Source: an optimization exercise on an open RTL-to-GDS flow (aim: small area, a short achievable clock period and few clock cycles). Production flows keep margins and buffers that such runs may drop. Where RTL was checked, it was by simulation tests only, not by an equivalence proof against the original. The RTL of runs 4 and 5 was laid out without a check of its function. Power is estimated from default activity; no workload was simulated.

File: flow/flow/run.sh
#!/bin/bash
set -euo pipefail
bash standard.sh synth > synth.log 2>&1
bash standard.sh SETUP_SLACK_MARGIN=6.5 "BUFFER_PORTS_ARGS=-buffer_cell sky130_fd_sc_hd__buf_2" finish > layout.log 2>&1
File: flow/standard.sh
#!/bin/bash
# synth_recipe.tcl (not shown) runs the flow's synth.tcl, then flattens the netlist and writes it again
# the make line also repeats each setting of config.mk as NAME=value (left out here)
make -C /OpenROAD-flow-scripts/flow DESIGN_CONFIG=/design/flow/config.mk WORK_HOME=/design/flow/orfs CLKGATE_MAP_FILE= SYNTH_SCRIPT=/design/flow/synth_recipe.tcl "${@:-finish}"
File: flow/config.mk
export PLATFORM = sky130hd
export DESIGN_NAME = mml_voice
export DESIGN_NICKNAME = mml_voice
export VERILOG_FILES = /design/flow/design.v
export SDC_FILE = /design/flow/constraint.sdc
export NUM_CORES = 4
export LEC_CHECK = 0
export ABC_AREA = 1
export CAP_MARGIN = 5
export CORE_MARGIN = 2
export CORE_UTILIZATION = 40
export CTS_CLUSTER_DIAMETER = 100
export CTS_CLUSTER_SIZE = 24
export SLEW_MARGIN = 5
File: flow/constraint.sdc
create_clock -name core_clock -period 10.0 [get_ports {clk}]
set_input_delay 2.0000 -clock core_clock [delete_from_list [all_inputs] [get_ports {clk}]]
set_output_delay 2.0000 -clock core_clock [all_outputs]
set_load 0.01 [all_outputs]
File: flow/design.v
module mml_voice (
    input  wire        clk,
    input  wire        rst,         
    input  wire        in_valid,
    input  wire [7:0]  in_byte,
    input  wire        in_last,     
    output reg         in_ready,
    output reg         out_valid,
    input  wire        out_ready,
    output reg  [1:0]  out_kind,    
    output reg  [18:0] out_freq,    
    output reg  [28:0] out_dur,     
    output reg  [1:0]  out_fill,    
    output reg  [3:0]  out_vol,     
    output reg  [2:0]  out_err,     
    output reg         out_fg       
);
  localparam [1:0] K_TONE = 2'd0, K_END = 2'd1, K_ERR = 2'd2;
  localparam [2:0] E_MISSING_NUM = 3'd1, E_NOTE_RANGE = 3'd2,
                   E_ZERO_LEN    = 3'd3, E_ZERO_TEMPO = 3'd4,
                   E_BAD_ACC     = 3'd5, E_BAD_M      = 3'd6,
                   E_BAD_CMD     = 3'd7;
  localparam [4:0] C_SHARP = 5'd10, C_FLAT = 5'd11, C_DOT = 5'd12,
                   C_SEMI  = 5'd13, C_GT   = 5'd14, C_LT  = 5'd15,
                   C_B     = 5'd17, C_F    = 5'd21,
                   C_L     = 5'd23, C_T    = 5'd24, C_O   = 5'd25,
                   C_V     = 5'd26, C_N    = 5'd27, C_P   = 5'd28,
                   C_M     = 5'd29, C_S    = 5'd30, C_X   = 5'd31;
  localparam [3:0] U_NOP  = 4'd0,    
                   U_GT   = 4'd1,    
                   U_LT   = 4'd2,    
                   U_L    = 4'd3,
                   U_T    = 4'd4,
                   U_O    = 4'd5,
                   U_V    = 4'd6,
                   U_N    = 4'd7,
                   U_NOTE = 4'd8,    
                   U_P    = 4'd9,
                   U_M    = 4'd10,   
                   U_ERR  = 4'd11,   
                   U_SKIP = 4'd12;   
  localparam [29:0] K240 = 30'd240000000, K360 = 30'd360000000;
  function [4:0] classify(input [7:0] b);
    reg [7:0] f;
    begin
      f = (b >= 8'h61 && b <= 8'h7a) ? {b[7:6], 1'b0, b[4:0]} : b;
      if (f >= 8'h30 && f <= 8'h39) classify = {1'b0, f[3:0]};
      else case (f)
        8'h23, 8'h2b: classify = C_SHARP;
        8'h2d: classify = C_FLAT;
        8'h2e: classify = C_DOT;
        8'h3b: classify = C_SEMI;
        8'h3e: classify = C_GT;
        8'h3c: classify = C_LT;
        8'h41, 8'h42, 8'h43, 8'h44, 8'h45, 8'h46, 8'h47:
               classify = {2'b10, f[2:0] - 3'd1};
        8'h4c: classify = C_L;
        8'h54: classify = C_T;
        8'h4f: classify = C_O;
        8'h56: classify = C_V;
        8'h4e: classify = C_N;
        8'h50: classify = C_P;
        8'h4d: classify = C_M;
        8'h53: classify = C_S;
        default: classify = C_X;
      endcase
    end
  endfunction
  reg [4:0] b_cls;
  reg       b_last;
  reg       b_valid;
  reg [4:0] s_cls;
  reg       s_last;
  reg       s_valid;
  wire [4:0] in_cls = classify(in_byte);
  reg [2:0]  oct;
  reg [2:0]  coct;        
  reg [15:0] len_n;
  reg [2:0]  len_k_n;     
  reg        len_p2_n;    
  reg [1:0]  speed;
  reg [3:0]  vol;
  reg        fg;
  reg [27:0] q240;        
  reg [28:0] q360;        
  reg [3:0]  cmd;
  reg        str_done;    
  reg        fresh;       
  reg [3:0]  semi;        
  reg [15:0] num;
  reg        have_num;
  reg        have_len;    
  reg        is_n;        
  reg        dotted;
  reg        divt;        
  reg        divl;        
  reg        stall;       
  reg [4:0]  dcnt;
  reg        endq;        
  reg [17:0] freq_r;      
  reg [2:0]  errc;        
  wire       is_digit = !b_cls[4] && (b_cls[3:0] <= 4'd9);
  wire       is_sharp = (b_cls == C_SHARP);
  wire       is_flat  = (b_cls == C_FLAT);
  wire       is_dot   = (b_cls == C_DOT);
  wire [15:0] num_x10d = {num[12:0], 3'b000} + {num[14:0], 1'b0} + {12'd0, b_cls[3:0]};
  wire        num_sat  = (num > 16'd6553) || (num == 16'd6553 && b_cls[3:0] > 4'd5);
  wire [15:0] num_next = num_sat ? 16'hffff : num_x10d;
  reg cont;
  always @(*) begin
    case (cmd)
      U_L, U_T, U_O, U_V: cont = is_digit;
      U_N, U_P:           cont = !dotted && (is_digit || is_dot);
      U_NOTE:             cont = (fresh && (is_sharp || is_flat)) ||
                                 (!dotted && (is_digit || is_dot));
      U_M:                cont = 1'b1;
      default:            cont = 1'b0;
    endcase
  end
  function [3:0] pow2_k(input [15:0] x);    
    reg [3:0] any1, two1;
    reg [1:0] any2, two2;
    reg       any3, two3;
    integer   j;
    begin
      for (j = 0; j < 4; j = j + 1) begin
        any1[j] = x[2*j] | x[2*j+1];
        two1[j] = x[2*j] & x[2*j+1];
      end
      for (j = 0; j < 2; j = j + 1) begin
        any2[j] = any1[2*j] | any1[2*j+1];
        two2[j] = two1[2*j] | two1[2*j+1] | (any1[2*j] & any1[2*j+1]);
      end
      any3 = any2[0] | any2[1];
      two3 = two2[0] | two2[1] | (any2[0] & any2[1]);
      pow2_k[3] = any3 & !two3 & (x[15:8] == 8'd0);
      pow2_k[0] = x[1] | x[3] | x[5] | x[7];
      pow2_k[1] = x[2] | x[3] | x[6] | x[7];
      pow2_k[2] = x[4] | x[5] | x[6] | x[7];
    end
  endfunction
  wire [3:0]  num_pk   = pow2_k(num);
  wire [15:0] len_sel  = have_len ? num : len_n;
  wire        len_pow2 = have_len ? num_pk[3]   : len_p2_n;
  wire [2:0]  len_k    = have_len ? num_pk[2:0] : len_k_n;
  wire [28:0] q_sel     = dotted ? q360 : {1'b0, q240};
  wire [28:0] dur_shift = q_sel >> len_k;
  wire [6:0]  u_note   = coct * 7'd12 + {3'd0, semi};
  wire [6:0]  u_sel    = is_n ? num[6:0] : (cmd == U_P) ? 7'd0 : u_note;
  wire [18:0] rom_freq;
  mml_freq_rom u_rom (.u(u_sel), .freq_chz(rom_freq));
  wire [3:0]  tone_vol = (is_n && (num[6:0] == 7'd0)) ? 4'd0 : vol;
  function [3:0] base_semi1(input [2:0] l);
    case (l)
      3'd0: base_semi1 = 4'd10;   
      3'd1: base_semi1 = 4'd12;   
      3'd2: base_semi1 = 4'd1;    
      3'd3: base_semi1 = 4'd3;    
      3'd4: base_semi1 = 4'd5;    
      3'd5: base_semi1 = 4'd6;    
      default: base_semi1 = 4'd8;  
    endcase
  endfunction
  reg [4:0]  t_cnt0;
  reg [15:0] t_rema0, t_remb0;
  always @(*) begin
    if (num[15:12] != 4'd0) begin
      t_cnt0 = 5'd16; t_rema0 = K240 >> 17; t_remb0 = K360 >> 17;
    end else if (num[11:8] != 4'd0) begin
      t_cnt0 = 5'd20; t_rema0 = K240 >> 21; t_remb0 = K360 >> 21;
    end else if (num[7] != 1'b0) begin
      t_cnt0 = 5'd21; t_rema0 = K240 >> 22; t_remb0 = K360 >> 22;
    end else if (num[6] != 1'b0) begin
      t_cnt0 = 5'd22; t_rema0 = K240 >> 23; t_remb0 = K360 >> 23;
    end else if (num[5] != 1'b0) begin
      t_cnt0 = 5'd23; t_rema0 = K240 >> 24; t_remb0 = K360 >> 24;
    end else begin
      t_cnt0 = 5'd28; t_rema0 = 16'd0;      t_remb0 = 16'd0;
    end
  end
  function [16:0] step1(input [15:0] r, input b, input [15:0] d);
    reg [16:0] t;
    reg [17:0] sd;
    reg        q;
    begin
      t  = {r, b};
      sd = {1'b0, t} - {2'b00, d};
      q  = !sd[17];
      step1 = {q, q ? sd[15:0] : t[15:0]};
    end
  endfunction
  wire        a_b   = divt ? K240[dcnt] : out_dur[28];
  wire [16:0] st_a  = step1(freq_r[15:0], a_b, len_sel);
  wire [16:0] st_b  = step1(out_dur[15:0], K360[dcnt], num);
  wire busy = stall;
  always @(*) begin
    in_ready = !s_valid;
    out_freq = {1'b0, freq_r};
    out_err  = out_vol[2:0];    
  end
  reg        w_consume;    
  reg        w_start;      
  reg        w_skip;       
  reg        w_tone;
  reg        w_end;
  reg        w_err;
  reg        w_fin;        
  reg        w_tdiv;       
  reg        w_ldiv;       
  reg [2:0]  err_code;
  always @(*) begin
    w_consume = 1'b0;
    w_start   = 1'b0;
    w_skip    = 1'b0;
    w_tone    = 1'b0;
    w_end     = 1'b0;
    w_err     = 1'b0;
    w_fin     = 1'b0;
    w_tdiv    = 1'b0;
    w_ldiv    = 1'b0;
    err_code  = errc;
    if (!busy) begin
      case (cmd)
        U_SKIP: w_consume = b_valid;
        U_ERR: begin
          w_err  = 1'b1;
          w_skip = !str_done && b_valid;
        end
        default: begin
          if (str_done || (b_valid && !cont)) begin
            w_fin = 1'b1;
            case (cmd)
              U_L: begin
                if (!have_num)     begin w_fin = 1'b0; err_code = E_MISSING_NUM; end
                else if (num == 0) begin w_fin = 1'b0; err_code = E_ZERO_LEN; end
              end
              U_T: begin
                if (!have_num)     begin w_fin = 1'b0; err_code = E_MISSING_NUM; end
                else if (num == 0) begin w_fin = 1'b0; err_code = E_ZERO_TEMPO; end
              end
              U_O, U_V: begin
                if (!have_num)     begin w_fin = 1'b0; err_code = E_MISSING_NUM; end
              end
              U_N: begin
                if (!have_num)          begin w_fin = 1'b0; err_code = E_MISSING_NUM; end
                else if (num > 16'd84)  begin w_fin = 1'b0; err_code = E_NOTE_RANGE; end
              end
              U_NOTE, U_P: begin
                if (have_num && num == 0) begin w_fin = 1'b0; err_code = E_ZERO_LEN; end
              end
              U_M: begin w_fin = 1'b0; err_code = E_BAD_M; end
              default: ;
            endcase
            if (!w_fin) begin
              w_err  = 1'b1;
              w_skip = !str_done;
            end else if (cmd == U_T) begin
              w_tdiv = 1'b1;                  
            end else if (cmd == U_N || cmd == U_NOTE || cmd == U_P) begin
              if (len_pow2) begin
                w_tone  = 1'b1;
                w_start = b_valid;
              end else begin
                w_ldiv = 1'b1;
              end
            end else begin
              w_end   = str_done;
              w_start = b_valid;
            end
          end else begin
            w_consume = b_valid;
          end
        end
      endcase
    end
  end
  wire needs_out = w_tone || w_end || w_err || w_tdiv || w_ldiv;
  wire go        = !(needs_out && (endq || (out_valid && !out_ready)));
  wire start     = w_start && go;
  wire go_skip   = w_skip && go;
  wire consume   = (w_consume || w_start || w_skip) && go;
  wire emit_tone = w_tone && go;
  wire emit_end  = w_end && go;
  wire emit_err  = w_err && go;
  wire fin       = w_fin && go;
  wire tdiv      = w_tdiv && go;
  wire ldiv      = w_ldiv && go;
  always @(posedge clk) begin
    if (consume) begin
      if (s_valid) begin
        b_cls   <= s_cls;
        b_last  <= s_last;
        s_valid <= 1'b0;
      end else begin
        b_valid <= in_valid;
        b_cls   <= in_cls;
        b_last  <= in_last;
      end
    end else if (!b_valid) begin
      b_valid <= in_valid;
      b_cls   <= in_cls;
      b_last  <= in_last;
    end else if (!s_valid) begin
      s_valid <= in_valid;
      s_cls   <= in_cls;
      s_last  <= in_last;
    end
    if (out_valid && out_ready) begin
      if (endq) begin
        out_kind <= K_END;
        endq     <= 1'b0;
      end else begin
        out_valid <= 1'b0;
      end
    end
    if (emit_tone) begin
      out_valid <= 1'b1;
      out_kind  <= K_TONE;
      freq_r    <= rom_freq[17:0];
      out_dur   <= dur_shift;
      out_fill  <= speed;
      out_vol   <= tone_vol;
      out_fg    <= fg;          
      endq      <= str_done;
    end
    if (emit_end) begin
      out_valid <= 1'b1;
      out_kind  <= K_END;
      out_fg    <= fg;
    end
    if (emit_err) begin
      out_valid      <= 1'b1;
      out_kind       <= K_ERR;
      out_vol[2:0]   <= err_code;
      out_fg         <= fg;
    end
    if (fin) begin
      case (cmd)
        U_GT: coct <= (coct == 3'd6) ? 3'd6 : coct + 3'd1;
        U_LT: coct <= (coct == 3'd0) ? 3'd0 : coct - 3'd1;
        U_L: begin
          len_n    <= num;
          len_k_n  <= num_pk[2:0];
          len_p2_n <= num_pk[3];
        end
        U_O: begin
          oct  <= (num > 16'd6) ? 3'd6 : num[2:0];
          coct <= (num > 16'd6) ? 3'd6 : num[2:0];
        end
        U_V: vol <= (num > 16'd15) ? 4'd15 : num[3:0];
        U_N, U_NOTE, U_P: if (!ldiv) coct <= oct;
        default: ;
      endcase
    end
    if ((emit_tone || emit_end) && !start) begin
      cmd      <= U_NOP;
      str_done <= 1'b0;
    end
    if (emit_err) begin
      if (str_done) begin
        cmd      <= U_NOP;
        str_done <= 1'b0;
      end else if (!go_skip) begin
        cmd <= U_SKIP;
      end
    end
    if (go_skip) begin
      cmd      <= b_last ? U_NOP : U_SKIP;
      str_done <= 1'b0;
    end
    if (cmd == U_SKIP && consume && b_last) cmd <= U_NOP;
    if (start) begin
      str_done <= b_last;
      num      <= 16'd0;
      have_num <= 1'b0;
      have_len <= 1'b0;
      dotted   <= 1'b0;
      fresh    <= 1'b0;
      is_n     <= (b_cls == C_N);
      casez (b_cls)
        C_SEMI: cmd <= U_NOP;
        C_GT:   cmd <= U_GT;
        C_LT:   cmd <= U_LT;
        C_L:    cmd <= U_L;
        C_T:    cmd <= U_T;
        C_O:    cmd <= U_O;
        C_V:    cmd <= U_V;
        C_N:    cmd <= U_N;
        C_P:    cmd <= U_P;
        C_M:    cmd <= U_M;
        5'b10000, 5'b10001, 5'b10010, 5'b10011, 5'b10100, 5'b10101, 5'b10110: begin
          cmd   <= U_NOTE;
          semi  <= base_semi1(b_cls[2:0]);
          fresh <= 1'b1;
        end
        default: begin
          cmd  <= U_ERR;
          errc <= E_BAD_CMD;
        end
      endcase
    end
    if (consume && !start && !go_skip && cmd != U_SKIP) begin
      str_done <= b_last;
      fresh    <= 1'b0;
      if (cmd == U_M) begin
        case (b_cls)
          C_N: begin speed <= 2'd0; cmd <= U_NOP; end
          C_L: begin speed <= 2'd1; cmd <= U_NOP; end
          C_S: begin speed <= 2'd2; cmd <= U_NOP; end
          C_F: begin fg    <= 1'b1; cmd <= U_NOP; end
          C_B: begin fg    <= 1'b0; cmd <= U_NOP; end
          default: begin cmd <= U_ERR; errc <= E_BAD_M; end
        endcase
      end else if (is_digit) begin
        num      <= num_next;
        have_num <= 1'b1;
        have_len <= (cmd != U_N);
      end else if (is_dot) begin
        dotted <= 1'b1;
      end else begin
        if ((is_flat && (semi == 4'd1 || semi == 4'd6)) ||
            (is_sharp && (semi == 4'd5 || semi == 4'd12))) begin
          cmd  <= U_ERR;
          errc <= E_BAD_ACC;
        end else begin
          semi <= is_flat ? semi - 4'd1 : semi + 4'd1;
        end
      end
    end
    if (tdiv) begin
      divt           <= 1'b1;
      stall          <= 1'b1;
      dcnt           <= t_cnt0;
      freq_r[15:0] <= t_rema0;
      out_dur[15:0]  <= t_remb0;
      q240           <= 28'd0;
      q360           <= 29'd0;
      cmd            <= U_NOP;
    end
    if (divt) begin
      freq_r[15:0] <= st_a[15:0];
      out_dur[15:0]  <= st_b[15:0];
      q240           <= {q240[26:0], st_a[16]};
      q360           <= {q360[27:0], st_b[16]};
      dcnt           <= dcnt - 5'd1;
      if (dcnt == 5'd1) stall <= 1'b0;    
      if (dcnt == 5'd0) divt <= 1'b0;
    end
    if (ldiv) begin
      divl           <= 1'b1;
      stall          <= 1'b1;
      dcnt           <= 5'd28;
      freq_r[15:0] <= 16'd0;
      out_dur        <= q_sel;
    end
    if (divl) begin
      freq_r[15:0] <= st_a[15:0];
      out_dur        <= {out_dur[27:0], st_a[16]};
      dcnt           <= dcnt - 5'd1;
      if (dcnt == 5'd0) begin
        divl      <= 1'b0;
        stall     <= 1'b0;
        out_valid <= 1'b1;
        out_kind  <= K_TONE;
        freq_r    <= rom_freq[17:0];
        out_fill  <= speed;
        out_vol   <= tone_vol;
        out_fg    <= fg;
        endq      <= str_done;
        coct      <= oct;
        cmd       <= U_NOP;
        str_done  <= 1'b0;
      end
    end
    if (rst) begin
      b_valid   <= 1'b0;
      s_valid   <= 1'b0;
      oct       <= 3'd4;
      coct      <= 3'd4;
      len_n     <= 16'd4;
      len_k_n   <= 3'd2;
      len_p2_n  <= 1'b1;
      speed     <= 2'd0;
      vol       <= 4'd15;
      fg        <= 1'b1;
      q240      <= 28'd2000000;
      q360      <= 29'd3000000;
      cmd       <= U_NOP;
      str_done  <= 1'b0;
      divt      <= 1'b0;
      divl      <= 1'b0;
      stall     <= 1'b0;
      out_valid <= 1'b0;
      endq      <= 1'b0;
    end
  end
endmodule
module mml_freq_rom (
    input  wire [6:0]  u,
    output reg  [18:0] freq_chz
);
  always @(*) begin
    case (u)
      7'd1: freq_chz = 19'd1635;
      7'd2: freq_chz = 19'd1732;
      7'd3: freq_chz = 19'd1835;
      7'd4: freq_chz = 19'd1945;
      7'd5: freq_chz = 19'd2060;
      7'd6: freq_chz = 19'd2183;
      7'd7: freq_chz = 19'd2312;
      7'd8: freq_chz = 19'd2450;
      7'd9: freq_chz = 19'd2596;
      7'd10: freq_chz = 19'd2750;
      7'd11: freq_chz = 19'd2914;
      7'd12: freq_chz = 19'd3087;
      7'd13: freq_chz = 19'd3270;
      7'd14: freq_chz = 19'd3465;
      7'd15: freq_chz = 19'd3671;
      7'd16: freq_chz = 19'd3889;
      7'd17: freq_chz = 19'd4120;
      7'd18: freq_chz = 19'd4365;
      7'd19: freq_chz = 19'd4625;
      7'd20: freq_chz = 19'd4900;
      7'd21: freq_chz = 19'd5191;
      7'd22: freq_chz = 19'd5500;
      7'd23: freq_chz = 19'd5827;
      7'd24: freq_chz = 19'd6174;
      7'd25: freq_chz = 19'd6541;
      7'd26: freq_chz = 19'd6930;
      7'd27: freq_chz = 19'd7342;
      7'd28: freq_chz = 19'd7778;
      7'd29: freq_chz = 19'd8241;
      7'd30: freq_chz = 19'd8731;
      7'd31: freq_chz = 19'd9250;
      7'd32: freq_chz = 19'd9800;
      7'd33: freq_chz = 19'd10383;
      7'd34: freq_chz = 19'd11000;
      7'd35: freq_chz = 19'd11654;
      7'd36: freq_chz = 19'd12347;
      7'd37: freq_chz = 19'd13081;
      7'd38: freq_chz = 19'd13859;
      7'd39: freq_chz = 19'd14683;
      7'd40: freq_chz = 19'd15556;
      7'd41: freq_chz = 19'd16481;
      7'd42: freq_chz = 19'd17461;
      7'd43: freq_chz = 19'd18500;
      7'd44: freq_chz = 19'd19600;
      7'd45: freq_chz = 19'd20765;
      7'd46: freq_chz = 19'd22000;
      7'd47: freq_chz = 19'd23308;
      7'd48: freq_chz = 19'd24694;
      7'd49: freq_chz = 19'd26163;
      7'd50: freq_chz = 19'd27718;
      7'd51: freq_chz = 19'd29366;
      7'd52: freq_chz = 19'd31113;
      7'd53: freq_chz = 19'd32963;
      7'd54: freq_chz = 19'd34923;
      7'd55: freq_chz = 19'd36999;
      7'd56: freq_chz = 19'd39200;
      7'd57: freq_chz = 19'd41530;
      7'd58: freq_chz = 19'd44000;
      7'd59: freq_chz = 19'd46616;
      7'd60: freq_chz = 19'd49388;
      7'd61: freq_chz = 19'd52325;
      7'd62: freq_chz = 19'd55437;
      7'd63: freq_chz = 19'd58733;
      7'd64: freq_chz = 19'd62225;
      7'd65: freq_chz = 19'd65926;
      7'd66: freq_chz = 19'd69846;
      7'd67: freq_chz = 19'd73999;
      7'd68: freq_chz = 19'd78399;
      7'd69: freq_chz = 19'd83061;
      7'd70: freq_chz = 19'd88000;
      7'd71: freq_chz = 19'd93233;
      7'd72: freq_chz = 19'd98777;
      7'd73: freq_chz = 19'd104650;
      7'd74: freq_chz = 19'd110873;
      7'd75: freq_chz = 19'd117466;
      7'd76: freq_chz = 19'd124451;
      7'd77: freq_chz = 19'd131851;
      7'd78: freq_chz = 19'd139691;
      7'd79: freq_chz = 19'd147998;
      7'd80: freq_chz = 19'd156798;
      7'd81: freq_chz = 19'd166122;
      7'd82: freq_chz = 19'd176000;
      7'd83: freq_chz = 19'd186466;
      7'd84: freq_chz = 19'd197553;
      default: freq_chz = 19'd0;
    endcase
  end
endmodule
==> results_dict.tcl, run 1 <==
set metrics [dict create \
    yosys-top-cells-area "nand2_1, dfxtp_1, edfxtp_1" \
    min_path_cells 2 \
    fin_area_um2 18700 \
    grt_pass1_wl_mm 88.8 \
    setup_tns_ns 0 \
    root_buffer "clkbuf_16" \
    crit_arrival_ns 3.67 \
    die_y_um 207 \
    fmax_ghz 0.293 \
    wl_mm 57.6 \
    nets 2723 \
    peakVddDrop_uv 171 \
    dr_total_vias 17700 \
    drive_gt1_frac 0.132 \
    grtUsageTotal 0.262 \
    worst-path-buf-inv 2 \
    slowest_delay_ns 0.41 \
    ios 75 \
    dpl_cell_area_um2 17200 \
    initial_core_util 0.404 \
    timing.final.hold_violations 0 \
    final_cells 3146 \
    tightest_slew_ns 0.788 \
    area_growth_syn_to_layout_pct 13.9 \
    clock_path_buffers 3 \
    relSlewSlack 0.469 \
    clkLatencyLatePin_ns 0.50 \
    critPathSlowestCell "edfxtp_1" \
    drc 0 \
    die_x_um 207 \
    r2r_cells 23 \
    syn-num-nets 2669 \
    synth-main-ff-cell "dfxtp_1" \
    worstPathMaxFanout 2 \
    status "finished clean" \
    antenna_found_initial 0 \
    core-area_um2 40600 \
    syn_avg_cell_area_um2 6.42 \
    clk_transition_reported_paths_ns 0.10 \
    async_flop_share 0 \
    yosys.cell_count.top_type "nand2_1" \
    gp_congestion 0.945 \
    fin_skew_ns 0.0278 \
    grt_pass1_vias 16000 \
    timing_worst_setup_path_type "flip-flop to flip-flop" \
    clock_sinks 203 \
    holdCritPathClass "flip-flop to flip-flop" \
    crit_family "compound AO/OA/AOI/OAI gates" \
    overflow 0 \
    cpMostUsedCell "nand2_1" \
    synth.yosys.seq_area_share 0.286 \
    viasPerCell 5.64 \
    netlist.area_leader.share 0.173 \
    synth_cells 2556 \
    rsz0062_at_grt "yes" \
    dr.pass1.iters 5 \
    drv_slew 0 \
    ys_warn_count 2 \
    ant_nets 0 \
    diodes 0 \
    crit_cells 23 \
    grt_max_degree 82 \
    cts_tree "yes" \
    drv_cap 0 \
    cp_cell_sequence "inv_2, buf_4, ha_4, nor2_4, a21oi_2, a32oi_2, ha_2, fa_2, nor2_2, o21ai_2, nand2_1, nand2_1, nand2_1, a21oi_2, o21ai_2, nand2_1, nand2_1, nand2_1, nand3_2, o211ai_1, nand3_1, nand2_1, nand2_1" \
    cts_buffers 13 \
    synthDistinctLibCells 60 \
    p_leak_nw 8.40 \
    end_kind "flip-flop" \
    dp.cells 3070 \
    drtIter0Drc 2031 \
    h-tree-depth 1 \
    synth_common_cells "nand2_1, o21ai_0, inv_1, a21oi_1, nor2_1" \
    synth_edf_count 63 \
    syn_area_um2 16400 \
    die_area_um2 42700 \
    dp.final_hpwl_mm 42.5 \
    period_share 0.342 \
    wire_per_inst_um 18.3 \
    min_period_ns 3.42 \
    io_buffers 73 \
    std_cell_rows 74 \
    ys_ff_latch 203 \
    power_density_nw_per_um2 323 \
    start_kind "flip-flop" \
    setup_viol 0 \
    worstPathRequired_ns 10.26 \
    synth_area_leader_cell "nand2_1" \
]
[cells in the final DEF, fill, tap and decap left out, types with 18 or more instances in the layout]
master    count
a21oi_1     195
nor2_2       18
buf_2        71
nand4_1      24
nand2_1     730
edfxtp_1     63
o21ai_0     266
inv_1       225
nand3_1     141
nand2_2      26
ha_1         83
dfxtp_1     132
o211ai_1     45
xor2_1       25
nor2_1      163
buf_4        58
o21ai_1      33
[kinds of logic after synthesis]
family | after synthesis | share of synthesized area
other | 1 | 0.000228
adders and majority gates | 100 | 0.0789
buffers and inverters | 367 | 0.0889
AOI/OAI and AO/OA | 660 | 0.224
xor gates and xnor gates | 37 | 0.0197
muxes | 9 | 0.00556
and+or+nand+nor | 1179 | 0.297
DFF | 203 | 0.286
[cell type report]
| type | count | area, µm² |
|---|---|---|
| fill | 4230 | 21900 |
| multi-input combinational | 1989 | 10900 |
| tap | 532 | 666 |
| sequential | 203 | 4710 |
| inverter | 257 | 1030 |
| clock buffer | 14 | 329 |
| timing repair buffer | 143 | 1010 |
| clock inverter | 5 | 47.5 |
| timing repair inverter | 3 | 20.0 |
[worst register-to-register path: cells and delay by family, from the launching register on]
kind / cells / cell delay [ns]
flip-flops: 1 / 0.41
buffers and inverters: 2 / 0.21
AO/OA/AOI/OAI: 6 / 0.96
adder cells (fa/ha/maj): 3 / 0.66
AND/OR/NAND/NOR: 12 / 0.93
[metal layers]
| layer | routed length [µm] | global-route usage | up-vias |
|---|---|---|---|
| met1 | 26500 | 0.386 | 8243 |
| li1 | - | - | 8705 |
| met4 | 1440 | 0.0643 | 0 |
| met3 | 4590 | 0.0290 | 74 |
| met5 | 0 | 0 | - |
| met2 | 25000 | 0.408 | 718 |
[where the power goes]
group	switching, mW	total [mW]	internal, mW
sequential	0.206	1.32	1.12
combinational	2.74	4.16	1.42
clock	0.319	0.567	0.248
[registers in the layout (all words and copies together) (netlist names), 2 cells and up]
signal	count
b_cls	5
cmd	4
coct	3
dcnt	5
errc	3
freq_r	18
len_k_n	3
len_n	16
num	16
oct	3
out_dur	29
out_fill	2
out_kind	2
out_vol	4
q240	28
q360	29
s_cls	5
semi	4
speed	2
vol	4
[timing repair]
action | CTS | global route
pin swaps | 14 | 43
setup buffers | 13 | 37
resized for setup | 78 | 119
endpoints found under the setup margin | 196 | 156
gates cloned | 2 | 5
hold buffers | 0 | 0
endpoints found under the hold margin | 0 | 0
[final timing paths]
| kind | from | endpoint | slack, ns |
|---|---|---|---|
| worst max register to register | dcnt[0]$_DFFE_PP_ | out_dur[10]$_DFFE_PP_ | 6.58 |
| worst max-delay path | dcnt[0]$_DFFE_PP_ | out_dur[10]$_DFFE_PP_ | 6.58 |
| worst min register to register | speed[0]$_SDFFE_PP0P_ | out_fill[0]$_DFF_P_ | 0.45 |
| worst min-delay path | speed[0]$_SDFFE_PP0P_ | out_fill[0]$_DFF_P_ | 0.45 |
[stage by stage]
step / setup WS (ns) / util / power, mW / hold slack, ns
4_1_cts: 6.50 / 0.442 / 5.69 / 0.451
2_1_floorplan: 6.46 / - / 3.92 / 0.419
3_3_place_gp: 5.25 / 0.424 / 4.98 / 0.432
5_1_grt: 6.41 / 0.460 / 6.55 / 0.474
3_5_place_dp: 5.17 / 0.424 / 4.98 / 0.437
6_report: 6.58 / 0.460 / 6.05 / 0.450
Testbench counts, summed over its fixed seeds: cycles 18,967.
==> run 2, diff against run 1 <==
==> flow/flow/run.sh (replaced) <==
#!/bin/bash
set -euo pipefail
bash standard.sh synth > synth.log 2>&1
bash standard.sh SETUP_SLACK_MARGIN=6.3 "BUFFER_PORTS_ARGS=-buffer_cell sky130_fd_sc_hd__buf_2" finish > layout.log 2>&1
--- a/flow/config.mk
+++ b/flow/config.mk
@@ -6,9 +6,9 @@
 export NUM_CORES = 4
 export LEC_CHECK = 0
 export ABC_AREA = 1
-export CAP_MARGIN = 5
+export CAP_MARGIN = 20
 export CORE_MARGIN = 2
 export CORE_UTILIZATION = 40
 export CTS_CLUSTER_DIAMETER = 100
 export CTS_CLUSTER_SIZE = 24
-export SLEW_MARGIN = 5
+export SLEW_MARGIN = 20
==> run 2 against run 1 <==
Critical path depth shrank 12; non-clock buffer count fell by 32; die area unchanged; synthesized cell count stayed put; final area decreased by 2.6%; hold slack improved by 0.0021 ns; clock power up 13%; routed wire length down 1.7%; utilization down 1.2 points; global-route usage down 0.42 points; sequential cell count is the same; total power is 2.0% lower; critical path type unchanged; largest power group unchanged.
==> results_dict.tcl, run 2 <==
set metrics [dict create \
    synth.yosys.seq_area_share 0.286 \
    std_cell_rows 74 \
    critPathSlowestCell "nor3_1" \
    drv_slew 0 \
    holdCritPathClass "flip-flop to flip-flop" \
    clk_transition_reported_paths_ns 0.09 \
    p_leak_nw 8.25 \
    yosys.cell_count.top_type "nand2_1" \
    worstPathMaxFanout 20 \
    slowest_delay_ns 0.65 \
    nets 2689 \
    dp.final_hpwl_mm 42.3 \
    layout_common_cells "nand2_1, o21ai_0, inv_1" \
    final_common_cell "nand2_1" \
    syn-num-nets 2669 \
    ant_nets 0 \
    syn_avg_cell_area_um2 6.42 \
    grtUsageTotal 0.258 \
    yosys-top-cells-area "nand2_1, dfxtp_1, edfxtp_1" \
    overflow 0 \
    gp_congestion 0.950 \
    ys_warn_count 2 \
    drv_cap 0 \
    fin_area_um2 18200 \
    synth_edf_count 63 \
    timing.final.hold_violations 0 \
    cp_cell_sequence "nor2_1, inv_1, nor3_1, inv_1, nor2_1, buf_4, clkinv_1, nand2_1, nor2_1, nand2_1, a31oi_1" \
    synth-main-ff-cell "dfxtp_1" \
    initial_core_util 0.404 \
    synthAdderAreaFrac 0.0789 \
    cpMostUsedCell "nor2_1" \
    viasPerCell 5.60 \
    setup_viol 0 \
    grt_pass1_vias 15800 \
    worstPathRequired_ns 10.36 \
    cts_tree "yes" \
    synthDistinctLibCells 60 \
    die_area_um2 42700 \
    synth_cells 2556 \
    diodes 0 \
    synthMuxAreaShare 0.00556 \
    synth_xor_area_frac 0.0197 \
    fin_skew_ns 0.0219 \
    synth_common_cells "nand2_1, o21ai_0, inv_1, a21oi_1, nor2_1" \
    grt_pass1_wl_mm 87.6 \
    drtIter0Drc 1944 \
    netlist.area_leader.share 0.173 \
    dp_slack_ns 5.21 \
    p_total_mw 5.93 \
    h-tree-depth 1 \
    reg_top3 "out_dur x29, q360 x29, q240 x28" \
    dpl_cell_area_um2 17100 \
    wl_mm 56.6 \
    synthSimpleGateAreaFrac 0.297 \
    dr.pass1.iters 6 \
    crit_family "simple AND/OR/NAND/NOR gates" \
    area_growth_syn_to_layout_pct 11.0 \
    die_x_um 207 \
    clock_sinks 203 \
    cts_hold_buf 0 \
    end_kind "flip-flop" \
    antenna_found_initial 0 \
    dr_total_vias 17400 \
    root_buffer "clkbuf_16" \
    relSlewSlack 0.433 \
    core-area_um2 40600 \
    timing_worst_setup_path_type "flip-flop to flip-flop" \
    power_density_nw_per_um2 325 \
    fmax_ghz 0.279 \
    synth_area_leader_cell "nand2_1" \
    min_period_ns 3.58 \
    period_share 0.358 \
    syn_area_um2 16400 \
    ios 75 \
    ys_ff_latch 203 \
    tightest_slew_ns 0.844 \
    die_y_um 207 \
    grt_max_degree 82 \
    crit_arrival_ns 3.95 \
    hold_slack_ns 0.452 \
    wire_per_inst_um 18.2 \
    drc 0 \
    drive_gt1_frac 0.104 \
    async_flop_share 0 \
    rsz0062_at_grt "yes" \
    clock_path_buffers 3 \
    cts_buffers 14 \
    start_kind "flip-flop" \
    synth_top_family_by_area "simple AND/OR/NAND/NOR gates" \
    setup_tns_ns 0 \
    io_buffers 73 \
    synth_compound_area_frac 0.224 \
    finalWorstSetupSlack_ns 6.42 \
    peakVddDrop_uv 147 \
    status "finished clean" \
    clkLatencyLatePin_ns 0.50 \
    worst-path-buf-inv 4 \
]
-- run 2: cell count changes in the layout (fill, tap and decap cells not counted), sizes merged --
cell      previous run  this run
buf                142       111
clkbuf              15        19
clkinvlp            11         8
nand2              769       767
bufinv               0         1
clkinv               5         4
-- run 2: final timing paths --
path | cells past startpoint | startpoint | slack [ns] | to
setup / recovery | 11 | dcnt[3]$_DFFE_PP_ | 6.42 | cmd[0]$_SDFF_PP0_
hold / removal | 2 | out_fill[1]$_DFF_P_ | 0.45 | out_fill[1]$_DFF_P_
hold reg to reg | 2 | out_fill[1]$_DFF_P_ | 0.45 | out_fill[1]$_DFF_P_
setup reg to reg | 11 | dcnt[3]$_DFFE_PP_ | 6.42 | cmd[0]$_SDFF_PP0_
-- run 2: cell families after synthesis --
group           after synthesis
fa+ha+maj                   100
buf+inv                     367
flops                       203
xor+xnor                     37
other cells                   1
simple gates               1179
compound gates              660
mux                           9
-- run 2: cell type report --
class,instances,area [µm²]
Sequential cell,203,4710
Clock inverter,3,62.6
Tap cell,532,666
Timing Repair inverter,2,12.5
Fill cell,4283,22400
Multi-Input combinational cell,1987,10700
Clock buffer,19,410
Inverter,257,998
Timing Repair Buffer,111,716
-- run 2: repair_timing --
| action | CTS | global route |
|---|---|---|
| cloned | 1 | 2 |
| endpoints found under the setup margin | 134 | 142 |
| gates resized for setup | 37 | 110 |
| buffers inserted | 2 | 18 |
| pin swaps | 0 | 25 |
| endpoints found under the hold margin | 0 | 0 |
-- run 2: per-stage QoR --
stage | std cells | util
2_1_floorplan | 2556 | -
3_3_place_gp | 3069 | 0.421
3_5_place_dp | 3069 | 0.421
4_1_cts | 3094 | 0.436
5_1_grt | 3114 | 0.448
6_report | 3114 | 0.448
-- run 2: layer usage --
metal / wire [µm] / up-vias / part of all wire / track usage
met4: 1850 / 0 / 0.033 / 0.0747
li1: - / 8629 / - / -
met5: 0 / - / 0 / 0
met1: 26600 / 8098 / 0.47 / 0.383
met3: 4250 / 88 / 0.075 / 0.0333
met2: 23900 / 623 / 0.42 / 0.388
-- run 2: power by group --
part           switching [mW]  internal [mW]
combinational            2.67           1.29
clock                   0.320          0.322
sequential              0.210           1.12
total                    3.20           2.73
-- run 2: tightest hold or removal path: stages (launching register included) --
cell,delay [ns]
dfxtp_1,0.31
nand2_1,0.06
nand2_1,0.04
==> run 3, diff against run 2 <==
==> flow/flow/run.sh (replaced) <==
#!/bin/bash
set -euo pipefail
bash standard.sh synth > synth.log 2>&1
bash standard.sh SETUP_SLACK_MARGIN=6.6 "BUFFER_PORTS_ARGS=-buffer_cell sky130_fd_sc_hd__buf_2" finish > layout.log 2>&1
==> run 3 against run 2 <==
Still clean on timing, DRC and antenna; via count up 3.2%; non-clock buffer count rose by 61; clock power shrank 13%; synthesized cell count unchanged; first-iteration DRC count grew 9.4%; die area did not move; hold slack got worse by 0.0051 ns; largest power group unchanged.
==> results_dict.tcl, run 3 <==
set metrics [dict create \
    status "finished clean" \
    viasPerCell 5.66 \
    syn-num-nets 2669 \
    drc 0 \
    p_leak_nw 8.70 \
    h-tree-depth 1 \
    cts_tree "yes" \
    p_total_mw 6.32 \
    syn_area_um2 16400 \
    cp_cell_sequence "inv_2, ha_4, buf_4, nor2_4, a21oi_2, a32oi_2, ha_2, buf_6, nand3b_1, nand2_2, nand4_1, nand3_2, nand3_2, o211ai_1, nand2_4, nand2_8, or2_4, o211ai_1, nand4_1, nand2_1, nand2_1" \
    crit_family "simple AND/OR/NAND/NOR gates" \
    nets 2755 \
    drive_gt1_frac 0.161 \
    diodes 0 \
    syn_avg_cell_area_um2 6.42 \
    root_buffer "clkbuf_16" \
    synthDistinctLibCells 60 \
    cts_buffers 13 \
    period_share 0.354 \
    rsz0062_at_grt "yes" \
    netlist.area_leader.share 0.173 \
    wl_mm 59.5 \
    dr_total_vias 18000 \
    min_period_ns 3.54 \
    dp.cells 3070 \
    clk_transition_reported_paths_ns 0.09 \
    reg_top3 "out_dur x29, q360 x29, q240 x28" \
    io_buffers 73 \
    final_cells 3178 \
    setup_viol 0 \
    synth_compound_area_frac 0.224 \
    async_flop_share 0 \
    die_x_um 207 \
    synthAdderAreaFrac 0.0789 \
    timing_worst_setup_path_type "flip-flop to flip-flop" \
    synth_xor_area_frac 0.0197 \
    clock_sinks 203 \
    std_cell_rows 74 \
    dp.final_hpwl_mm 43.0 \
    hold_start "out_fill[0]$_DFF_P_" \
    synth.yosys.seq_area_share 0.286 \
    fin_skew_ns 0.0205 \
    timing.final.hold_violations 0 \
    worstPathRequired_ns 10.25 \
    initial_core_util 0.404 \
    clock_path_buffers 3 \
    dr.pass1.iters 6 \
    r2r_start "dcnt[0]$_DFFE_PP_" \
    clkLatencyLatePin_ns 0.48 \
    wire_per_inst_um 18.7 \
    yosys.cell_count.top_type "nand2_1" \
    synthSimpleGateAreaFrac 0.297 \
    crit_arrival_ns 3.78 \
    grt_pass1_wl_mm 90.0 \
    ant_nets 0 \
    worst-path-buf-inv 3 \
    drv_cap 0 \
    synth_edf_count 63 \
    antenna_found_initial 0 \
    startpoint "dcnt[0]$_DFFE_PP_" \
    synth_common_cells "nand2_1, o21ai_0, inv_1, a21oi_1, nor2_1" \
    relSlewSlack 0.230 \
    final_common_cell "nand2_1" \
    die_y_um 207 \
    die_area_um2 42700 \
    cts_hold_buf 0 \
    worstPathMaxFanout 7 \
    synth-main-ff-cell "dfxtp_1" \
    overflow 0 \
    yosys-top-cells-area "nand2_1, dfxtp_1, edfxtp_1" \
    synth_cells 2556 \
    critPathSlowestCell "edfxtp_1" \
    setup_tns_ns 0 \
    grt_max_degree 82 \
    holdCritPathClass "flip-flop to flip-flop" \
    tightest_slew_ns 1.15 \
    synth_top_family_by_area "simple AND/OR/NAND/NOR gates" \
    start_kind "flip-flop" \
    layout_common_cells "nand2_1, o21ai_0, inv_1" \
    fillers 4207 \
    core-area_um2 40600 \
    synthMuxAreaShare 0.00556 \
    peakVddDrop_uv 159 \
    slowest_delay_ns 0.43 \
    fmax_ghz 0.283 \
    ios 75 \
    power_density_nw_per_um2 327 \
    area_growth_syn_to_layout_pct 17.8 \
    gp_congestion 0.952 \
    synth_area_leader_cell "nand2_1" \
    drtIter0Drc 2127 \
    end_kind "flip-flop" \
    grt_pass1_vias 16000 \
    ys_ff_latch 203 \
    grtUsageTotal 0.266 \
    drv_slew 0 \
    ys_warn_count 2 \
    reg2reg_slack_ns 6.46 \
]
[run 3: cell counts after synthesis]
Identical to the previous run, type by type.
[run 3: cell families after synthesis]
| family | after synthesis |
|---|---|
| muxes | 9 |
| AOI/OAI and AO/OA | 660 |
| buffers and inverters | 367 |
| DFF | 203 |
| adders and majority gates | 100 |
| other | 1 |
| and+or+nand+nor | 1179 |
| xor gates and xnor gates | 37 |
[run 3: layout make-up]
type	count	area [µm²]	share of cell area
multi-input combinational	1993	11200	0.579
sequential	203	4710	0.244
timing repair buffer	172	1340	0.0692
inverter	257	1040	0.0537
tap	532	666	0.0344
clock buffer	15	343	0.0177
clock inverter	4	37.5	0.00194
timing repair inverter	2	12.5	0.000647
[run 3: metal layers]
metal / share of wire / routed length (µm) / global-route usage / up-vias
met1: 0.46 / 27600 / 0.398 / 8461
met2: 0.44 / 26200 / 0.413 / 715
met3: 0.076 / 4520 / 0.0245 / 65
met4: 0.020 / 1200 / 0.0594 / 0
li1: - / - / - / 8761
met5: 0 / 0 / 0 / -
[run 3: per-stage QoR]
| step | setup WS, ns | utilization | hold slack, ns | cell area [µm²] |
|---|---|---|---|---|
| final | 6.46 | 0.476 | 0.447 | 19300 |
| after global routing | 6.38 | 0.476 | 0.467 | 19300 |
| after CTS | 6.55 | 0.451 | 0.454 | 18300 |
| after detailed placement | 5.53 | 0.424 | 0.437 | 17200 |
| after global placement | 5.55 | 0.424 | 0.433 | 17200 |
| after floorplan | 6.46 | - | 0.419 | 16600 |
[run 3: worst register-to-register path, stage by stage, from the launching register on]
cell	delay (ns)
edfxtp_1	0.43
inv_2	0.08
ha_4	0.17
buf_4	0.14
nor2_4	0.08
a21oi_2	0.06
a32oi_2	0.30
ha_2	0.27
buf_6	0.10
nand3b_1	0.11
nand2_2	0.11
nand4_1	0.13
nand3_2	0.09
nand3_2	0.07
o211ai_1	0.16
nand2_4	0.23
nand2_8	0.12
or2_4	0.32
o211ai_1	0.08
nand4_1	0.12
nand2_1	0.09
nand2_1	0.06
[run 3: report_power, final]
part / internal, mW / switching, mW
registers: 1.12 / 0.204
logic: 1.54 / 2.90
clock network: 0.253 / 0.304
total: 2.91 / 3.41
[run 3: repair_timing]
| action | 4_1_cts | 5_1_grt |
|---|---|---|
| gates cloned | 5 | 8 |
| setup buffers | 29 | 47 |
| setup endpoints to repair | 202 | 217 |
| hold endpoints to repair | 0 | 0 |
| gates resized for setup | 126 | 147 |
| pin swaps | 39 | 57 |
[run 3: path summary, 6_finish.rpt]
| kind | end | cells after the start |
|---|---|---|
| setup / recovery | out_dur[3]$_DFFE_PP_ | 21 |
| hold / removal | out_fill[0]$_DFF_P_ | 2 |
| setup reg to reg | out_dur[3]$_DFFE_PP_ | 21 |
| hold reg to reg | out_fill[0]$_DFF_P_ | 2 |
==> run 4, diff against run 3 <==
--- a/flow/design.v
+++ b/flow/design.v
@@ -166,13 +166,13 @@
   always @(*) begin
     if (num[15:12] != 4'd0) begin
       t_cnt0 = 5'd16; t_rema0 = K240 >> 17; t_remb0 = K360 >> 17;
-    end else if (num[11:8] != 4'd0) begin
+    end else if (num[11:0] >= 12'd172) begin
       t_cnt0 = 5'd20; t_rema0 = K240 >> 21; t_remb0 = K360 >> 21;
-    end else if (num[7] != 1'b0) begin
+    end else if (num[7:0] >= 8'd86) begin
       t_cnt0 = 5'd21; t_rema0 = K240 >> 22; t_remb0 = K360 >> 22;
-    end else if (num[6] != 1'b0) begin
+    end else if (num[6:0] >= 7'd43) begin
       t_cnt0 = 5'd22; t_rema0 = K240 >> 23; t_remb0 = K360 >> 23;
-    end else if (num[5] != 1'b0) begin
+    end else if (num[5:0] >= 6'd22) begin
       t_cnt0 = 5'd23; t_rema0 = K240 >> 24; t_remb0 = K360 >> 24;
     end else begin
       t_cnt0 = 5'd28; t_rema0 = 16'd0;      t_remb0 = 16'd0;
==> flow/flow/run.sh (replaced) <==
#!/bin/bash
set -euo pipefail
bash standard.sh synth > synth.log 2>&1
bash standard.sh SETUP_SLACK_MARGIN=6.5 "BUFFER_PORTS_ARGS=-buffer_cell sky130_fd_sc_hd__buf_2" finish > layout.log 2>&1
==> run 4 against run 3 <==
Still clean; register-to-register slack improved by 0.14 ns; worst setup slack improved by 0.059 ns; routed wire length is 4.6% lower; die area is 2.9% higher; area after synthesis rose by 3.0%; clock-buffer cell count increased by 1; critical endpoint is now b_cls[2]$_DFFE_PN_; highest routed layer unchanged.
==> results_dict.tcl, run 4 <==
set metrics [dict create \
    worstPathRequired_ns 10.23 \
    synth_cells 2610 \
    dp.final_hpwl_mm 41.9 \
    syn-num-nets 2724 \
    reg2reg_slack_ns 6.60 \
    syn_area_um2 16900 \
    netlist.area_leader.share 0.166 \
    end_kind "flip-flop" \
    synth-main-ff-cell "dfxtp_1" \
    viasPerCell 5.63 \
    seq_area_um2 4720 \
    crit_arrival_ns 3.71 \
    final_cells 3194 \
    timing_worst_setup_path_type "primary input to flip-flop" \
    gp_congestion 0.914 \
    dr.pass1.iters 6 \
    std_cell_rows 75 \
    die_x_um 210 \
    grtUsageTotal 0.249 \
    rsz0062_at_grt "yes" \
    diodes 0 \
    core-area_um2 41900 \
    hold_slack_ns 0.453 \
    synth_area_leader_cell "dfxtp_1" \
    syn_avg_cell_area_um2 6.48 \
    drive_gt1_frac 0.144 \
    multi_input_area_um2 11100 \
    ant_nets 0 \
    drv_slew 0 \
    overflow 0 \
    period_share 0.348 \
    cts_tree "yes" \
    drc 0 \
    die_y_um 210 \
    synth_top_family_by_area "simple AND/OR/NAND/NOR gates" \
    ys_warn_count 2 \
    synth_xor_area_frac 0.0186 \
    p_leak_nw 8.56 \
    worstPathMaxFanout 5 \
    ys_ff_latch 203 \
    clk_transition_reported_paths_ns 0.09 \
    cts_hold_buf 0 \
    min_period_ns 3.48 \
    io_buffers 73 \
    setup_tns_ns 0 \
    drtIter0Drc 1878 \
    relSlewSlack 0.337 \
    synthMuxAreaShare 0.00540 \
    synth_common_cells "nand2_1, inv_1, o21ai_0, a21oi_1, nor2_1" \
    timing.final.hold_violations 0 \
    area_growth_syn_to_layout_pct 13.0 \
    yosys.cell_count.top_type "nand2_1" \
    power_density_nw_per_um2 303 \
    grt_pass1_wl_mm 89.3 \
    clock_path_buffers 3 \
    wl_mm 56.8 \
    initial_core_util 0.404 \
    synth_compound_area_frac 0.225 \
    reg_top3 "out_dur x29, q360 x29, q240 x28" \
    setup_viol 0 \
    yosys-top-cells-area "dfxtp_1, nand2_1, edfxtp_1" \
    cts_buffers 13 \
    synthDistinctLibCells 59 \
    dp.cells 3121 \
    status "finished clean" \
    peakVddDrop_uv 137 \
    final_common_cell "nand2_1" \
    clock_sinks 203 \
    async_flop_share 0 \
    antenna_found_initial 0 \
    synthSimpleGateAreaFrac 0.300 \
    synth_edf_count 63 \
    synthAdderAreaFrac 0.0774 \
    ios 75 \
    grt_pass1_vias 16400 \
    tightest_slew_ns 0.983 \
    die_area_um2 43900 \
    synth.yosys.seq_area_share 0.278 \
    clkLatencyLatePin_ns 0.50 \
    holdCritPathClass "flip-flop to flip-flop" \
    nets 2764 \
    grt_max_degree 62 \
    layout_common_cells "nand2_1, inv_1, o21ai_0" \
    fmax_ghz 0.287 \
    start_kind "primary input" \
    root_buffer "clkbuf_16" \
    dr_total_vias 18000 \
    fin_skew_ns 0.0233 \
    drv_cap 0 \
    fillers 4390 \
    wire_per_inst_um 17.8 \
    h-tree-depth 1 \
]
[run 4: cell count changes after synthesis, moves of 12 or more]
cell and delta:
buf_2 +12, nor2_1 -13, a21oi_2 +22, inv_1 +17, a21oi_1 -18, o21ai_0 -44
nand2_1 -14, o22ai_1 +14, nand2_2 +27, o21ai_1 +15
[run 4: kinds of logic (layout without fill, tap and decap cells)]
| family | Yosys count | after routing |
|---|---|---|
| buffers and inverters | 400 | 443 |
| AND/OR/NAND/NOR | 1195 | 1196 |
| other | 1 | 1 |
| multiplexers | 9 | 9 |
| XOR/XNOR | 36 | 36 |
| flip-flops | 203 | 203 |
| AO/OA/AOI/OAI | 665 | 666 |
| adder cells (fa/ha/maj) | 101 | 101 |
[run 4: timing repair]
item | in CTS | in global routing
cloned | 2 | 3
setup buffers | 10 | 38
gates resized for setup | 70 | 103
setup endpoints to repair | 174 | 181
pin swaps | 11 | 38
[run 4: power breakdown]
part | switching [mW] | leakage, nW | internal [mW]
Clock | 0.317 | 0.186 | 0.251
Combinational | 2.53 | 6.66 | 1.39
Sequential | 0.208 | 1.71 | 1.11
Total | 3.06 | 8.56 | 2.74
[run 4: worst max-delay path: stages]
cell and delay [ns]:
buf_12 0.11, inv_16 0.04, ha_4 0.16, o21ai_2 0.12
a31oi_1 0.08, o21ai_1 0.10, nand2_2 0.13, nor3_4 0.30
nand2_2 0.11, nand2_2 0.11, nor3_4 0.05, nand4_1 0.16
nand2_1 0.10, nand3_1 0.08, o21ai_1 0.07
[run 4: metrics by stage]
step,utilization,total power [mW],area [µm²],setup WS (ns)
after floorplan,-,3.80,17000,6.41
after global placement,0.422,4.74,17700,5.48
after detailed placement,0.422,4.74,17700,5.46
after CTS,0.439,5.47,18400,6.49
after global routing,0.457,6.29,19100,6.37
final,0.457,5.80,19100,6.52
[run 4: layout make-up]
type | instances | share of cell area
clock buffer | 16 | 0.0176
clock inverter | 4 | 0.00223
inverter | 282 | 0.0592
multi-input combinational | 2009 | 0.582
sequential | 203 | 0.247
tap | 539 | 0.0353
timing repair buffer | 141 | 0.0565
[run 4: final timing paths]
check | startpoint | endpoint | cells after the start
setup / recovery | in_byte[0] | b_cls[2]$_DFFE_PN_ | 15
hold reg to reg | out_fill[0]$_DFF_P_ | out_fill[0]$_DFF_P_ | 2
hold / removal | out_fill[0]$_DFF_P_ | out_fill[0]$_DFF_P_ | 2
setup reg to reg | coct[1]$_SDFF_PP0_ | freq_r[3]$_DFFE_PP_ | 16
[run 4: metal layers]
layer	part of all wire	track usage	wire length, µm	up-vias
met5	0	0	0	-
met3	0.066	0.0296	3760	87
met1	0.47	0.364	27000	8364
met4	0.029	0.0724	1650	0
met2	0.43	0.384	24400	686
li1	-	-	-	8854
==> run 5, diff against run 4 <==
--- a/flow/design.v
+++ b/flow/design.v
@@ -166,13 +166,13 @@
   always @(*) begin
     if (num[15:12] != 4'd0) begin
       t_cnt0 = 5'd16; t_rema0 = K240 >> 17; t_remb0 = K360 >> 17;
-    end else if (num[11:0] >= 12'd172) begin
+    end else if (num[11:8] != 4'd0) begin
       t_cnt0 = 5'd20; t_rema0 = K240 >> 21; t_remb0 = K360 >> 21;
-    end else if (num[7:0] >= 8'd86) begin
+    end else if (num[7] != 1'b0) begin
       t_cnt0 = 5'd21; t_rema0 = K240 >> 22; t_remb0 = K360 >> 22;
-    end else if (num[6:0] >= 7'd43) begin
+    end else if (num[6] != 1'b0) begin
       t_cnt0 = 5'd22; t_rema0 = K240 >> 23; t_remb0 = K360 >> 23;
-    end else if (num[5:0] >= 6'd22) begin
+    end else if (num[5] != 1'b0) begin
       t_cnt0 = 5'd23; t_rema0 = K240 >> 24; t_remb0 = K360 >> 24;
     end else begin
       t_cnt0 = 5'd28; t_rema0 = 16'd0;      t_remb0 = 16'd0;
@@ -189,9 +189,10 @@
       step1 = {q, q ? sd[15:0] : t[15:0]};
     end
   endfunction
+  wire [15:0] t_st  = {out_fg, freq_r[17:16], out_dur[28:16]};
   wire        a_b   = divt ? K240[dcnt] : out_dur[28];
-  wire [16:0] st_a  = step1(freq_r[15:0], a_b, len_sel);
-  wire [16:0] st_b  = step1(out_dur[15:0], K360[dcnt], num);
+  wire [16:0] st_a  = step1(freq_r[15:0], a_b, divt ? t_st : len_sel);
+  wire [16:0] st_b  = step1(out_dur[15:0], K360[dcnt], t_st);
   wire busy = stall;
   always @(*) begin
     in_ready = !s_valid;
@@ -255,7 +256,8 @@
               w_err  = 1'b1;
               w_skip = !str_done;
             end else if (cmd == U_T) begin
-              w_tdiv = 1'b1;                  
+              w_tdiv  = 1'b1;
+              w_start = b_valid && !str_done;   
             end else if (cmd == U_N || cmd == U_NOTE || cmd == U_P) begin
               if (len_pow2) begin
                 w_tone  = 1'b1;
@@ -275,7 +277,7 @@
     end
   end
   wire needs_out = w_tone || w_end || w_err || w_tdiv || w_ldiv;
-  wire go        = !(needs_out && (endq || (out_valid && !out_ready)));
+  wire go        = !(needs_out && (endq || divt || (out_valid && !out_ready)));
   wire start     = w_start && go;
   wire go_skip   = w_skip && go;
   wire consume   = (w_consume || w_start || w_skip) && go;
@@ -429,13 +431,13 @@
     end
     if (tdiv) begin
       divt           <= 1'b1;
-      stall          <= 1'b1;
       dcnt           <= t_cnt0;
-      freq_r[15:0] <= t_rema0;
-      out_dur[15:0]  <= t_remb0;
+      freq_r         <= {num[14:13], t_rema0};
+      out_dur        <= {num[12:0], t_remb0};
+      out_fg         <= num[15];
       q240           <= 28'd0;
       q360           <= 29'd0;
-      cmd            <= U_NOP;
+      if (!start) cmd <= U_NOP;
     end
     if (divt) begin
       freq_r[15:0] <= st_a[15:0];
@@ -443,7 +445,6 @@
       q240           <= {q240[26:0], st_a[16]};
       q360           <= {q360[27:0], st_b[16]};
       dcnt           <= dcnt - 5'd1;
-      if (dcnt == 5'd1) stall <= 1'b0;    
       if (dcnt == 5'd0) divt <= 1'b0;
     end
     if (ldiv) begin
--- a/flow/config.mk
+++ b/flow/config.mk
@@ -9,6 +9,4 @@
 export CAP_MARGIN = 20
 export CORE_MARGIN = 2
 export CORE_UTILIZATION = 40
-export CTS_CLUSTER_DIAMETER = 100
-export CTS_CLUSTER_SIZE = 24
 export SLEW_MARGIN = 20
==> run 5 against run 4 <==
Still clean on timing, DRC and antenna; worst setup slack got worse by 0.036 ns; sequential share of layout area shrank 0.75 points; combinational power up 16%; hold slack improved by 0.0024 ns; via count grew 4.0%; die area rose by 0.95%; clock power up 71%; register-to-register slack got worse by 0.12 ns; non-clock buffer count shrank 10; sequential power is 12% higher; critical endpoint is now freq_r[10]$_DFFE_PP_; largest cell class unchanged.
==> results_dict.tcl, run 5 <==
set metrics [dict create \
    status "finished clean" \
    io_buffers 73 \
    grtUsageTotal 0.274 \
    synth_area_leader_cell "dfxtp_1" \
    timing_worst_setup_path_type "flip-flop to flip-flop" \
    synth-main-ff-cell "dfxtp_1" \
    hold_slack_ns 0.456 \
    ys_ff_latch 203 \
    yosys.cell_count.top_type "nand2_1" \
    dp.cells 3157 \
    synthDistinctLibCells 68 \
    initial_core_util 0.406 \
    p_leak_nw 8.75 \
    crit_cells 25 \
    layout_common_cells "nand2_1, o21ai_0, inv_1" \
    drc 0 \
    async_flop_share 0 \
    worstPathRequired_ns 10.30 \
    tightest_slew_ns 0.752 \
    clk_transition_reported_paths_ns 0.07 \
    die_x_um 211 \
    p_comb_frac 0.649 \
    fin_skew_ns 0.0182 \
    wl_met3_mm 4.98 \
    crit_family "compound AO/OA/AOI/OAI gates" \
    clock_path_buffers 3 \
    netlist.area_leader.share 0.164 \
    drtIter0Drc 1917 \
    endpoint "freq_r[10]$_DFFE_PP_" \
    setup_tns_ns 0 \
    h-tree-depth 1 \
    setup_viol 0 \
    grt_pass1_wl_mm 97.3 \
    viasPerCell 5.75 \
    dp.final_hpwl_mm 45.5 \
    timing.final.hold_violations 0 \
    ys_warn_count 2 \
    core-area_um2 42000 \
    antenna_found_initial 1 \
    grt_pass1_vias 17300 \
    die_y_um 211 \
    yosys-top-cells-area "dfxtp_1, nand2_1, edfxtp_1" \
    period_share 0.352 \
    clock_sinks 203 \
    synth.yosys.seq_area_share 0.275 \
    cts_hold_buf 0 \
    dpl_cell_area_um2 17800 \
    wire_per_inst_um 19.2 \
    reg_top3 "out_dur x29, q360 x29, q240 x28" \
    fin_area_um2 19700 \
    startpoint "dcnt[1]$_DFFE_PP_" \
    routed.top_layer "met5" \
    ant_nets 0 \
    syn_avg_cell_area_um2 6.45 \
    clkLatencyLatePin_ns 0.56 \
    rsz0062_at_grt "yes" \
    reg2reg_slack_ns 6.48 \
    final_common_cell "nand2_1" \
    seqPwrFrac 0.212 \
    min_period_ns 3.52 \
    p_total_mw 6.97 \
    dr.pass1.iters 6 \
    area_growth_syn_to_layout_pct 15.3 \
    root_buffer "clkbuf_16" \
    peakVddDrop_uv 143 \
    drv_cap 0 \
    worst-path-buf-inv 4 \
    critPathSlowestCell "edfxtp_1" \
    power_density_nw_per_um2 354 \
    holdCritPathClass "flip-flop to flip-flop" \
    std_cell_rows 75 \
    drive_gt1_frac 0.140 \
    end_kind "flip-flop" \
    syn_area_um2 17100 \
    crit_arrival_ns 3.82 \
    overflow 0 \
    cpMostUsedCell "nand2_1" \
    clkPwrFrac 0.139 \
    ios 75 \
    final_cells 3252 \
    internal_power_mw 3.20 \
    min_path_cells 2 \
    syn-num-nets 2761 \
    gp_congestion 0.958 \
    r2r_end "freq_r[10]$_DFFE_PP_" \
    nets 2806 \
    synth_common_cells "nand2_1, o21ai_0, inv_1, a21oi_1, nor2_1" \
    synth_cells 2648 \
    relSlewSlack 0.494 \
    synth_edf_count 63 \
    r2r_start "dcnt[1]$_DFFE_PP_" \
    start_kind "flip-flop" \
    wl_met2_mm 27.4 \
    die_area_um2 44400 \
    slowest_delay_ns 0.40 \
    cts_tree "yes" \
    wl_mm 62.6 \
    r2r_cells 25 \
    fmax_ghz 0.284 \
    diodes 0 \
    drv_slew 0 \
    dr_total_vias 18700 \
    switchingPower_mw 3.77 \
    cts_buffers 26 \
    grt_max_degree 65 \
    met1_length_mm 28.2 \
    switching_share 0.541 \
    worstPathMaxFanout 4 \
]
[run 5: power groups by stage]
| stage | Combinational, mW | Clock, mW | Sequential, mW |
|---|---|---|---|
| after global routing | 5.00 | 1.01 | 1.50 |
| after CTS | 4.27 | 0.977 | 1.46 |
| after global placement | 4.08 | 0 | 1.48 |
| after detailed placement | 4.08 | 0 | 1.48 |
| final | 4.53 | 0.969 | 1.48 |
| after floorplan | 2.98 | 0 | 1.35 |
[run 5: how the worst min path moves through the flow]
| stage | startpoint | slack, ns | to |
|---|---|---|---|
| floorplan | len_n[10]$_SDFFE_PP0P_ | 0.42 | len_n[10]$_SDFFE_PP0P_ |
| global placement | len_n[9]$_SDFFE_PP0P_ | 0.44 | len_n[9]$_SDFFE_PP0P_ |
| detailed placement | out_fill[1]$_DFF_P_ | 0.44 | out_fill[1]$_DFF_P_ |
| global route | len_n[10]$_SDFFE_PP0P_ | 0.47 | len_n[10]$_SDFFE_PP0P_ |
| CTS | len_n[10]$_SDFFE_PP0P_ | 0.45 | len_n[10]$_SDFFE_PP0P_ |
| finish | q360[19]$_SDFFE_PP1P_ | 0.46 | q360[20]$_SDFFE_PP0P_ |
[run 5: area by class of cell]
cell class | instances | area [µm²]
sequential | 203 | 4710
clock buffer | 36 | 739
inverter | 295 | 1200
multi-input combinational | 2036 | 11400
fill | 4310 | 22300
timing repair buffer | 131 | 870
clock inverter | 12 | 135
tap | 539 | 674
[run 5: worst min-delay path: cells and delay by family (launching register included)]
| kind | cells | cell delay (ns) |
|---|---|---|
| flip-flops | 1 | 0.31 |
| AO/OA/AOI/OAI | 1 | 0.05 |
| AND/OR/NAND/NOR | 1 | 0.05 |
[run 5: timing repair]
action,CTS,global route
endpoints found under the setup margin,171,84
pin swaps,20,42
cloned,2,2
gates resized for setup,93,99
setup buffers,21,22
[run 5: routing by layer]
metal  up-vias  global-route usage
li1       9050                   -
met1      8762               0.385
met2       752               0.433
met3       136              0.0433
met4         2              0.0845
met5         -                   0
[run 5: cells by family after synthesis]
kind of cell             count (synthesis)  share of synthesized area
AO/OA/AOI/OAI                          718                      0.238
AND/OR/NAND/NOR                       1164                      0.289
XOR/XNOR                                37                     0.0190
multiplexers                            12                    0.00711
flip-flops                             203                      0.275
buffers and inverters                  413                     0.0961
adder cells (fa/ha/maj)                100                     0.0759
other                                    1                   0.000220
[run 5: metrics by stage]
| step | worst slack (ns) | util |
|---|---|---|
| final | 6.48 | 0.469 |
| after detailed placement | 5.07 | 0.424 |
| after floorplan | 6.32 | - |
| after CTS | 6.39 | 0.457 |
| after global routing | 6.31 | 0.469 |
| after global placement | 5.18 | 0.424 |

## port drivers added, routing unchanged
The flow's constraints put no driver on any port. The routed layouts listed below were extracted and timed again, unchanged, in two steps. Step 1: set_driving_cell puts a clkbuf_16 on clk and a buf_2 on each other input, an assumption about the parent block. Step 2 times the ports against the registers' clock, not the clock port: input delays grow and output delays shrink by t, the midpoint of the rising clock arrivals with the driver on. a / b / c = ideal ports / drivers / drivers and shift; a / b = the first two.
run | t, ns | setup slack, ns | hold WS [ns]
run 1 | 0.544 | 6.584 / 6.584 / 6.113 | 0.450 / 0.450 / 0.450
run 2 | 0.555 | 6.418 / 6.418 / 5.907 | 0.452 / 0.452 / 0.452
run 3 | 0.538 | 6.461 / 6.461 / 6.081 | 0.447 / 0.447 / 0.447
run 4 | 0.540 | 6.520 / 6.514 / 5.974 | 0.453 / 0.453 / 0.453
run 5 | 0.610 | 6.484 / 6.484 / 5.927 | 0.456 / 0.456 / 0.456
After both steps every run listed still meets setup and hold. For run 5, which loses most, drivers alone change the setup slack by 0.000 ns; drivers and shift together by -0.557 ns.
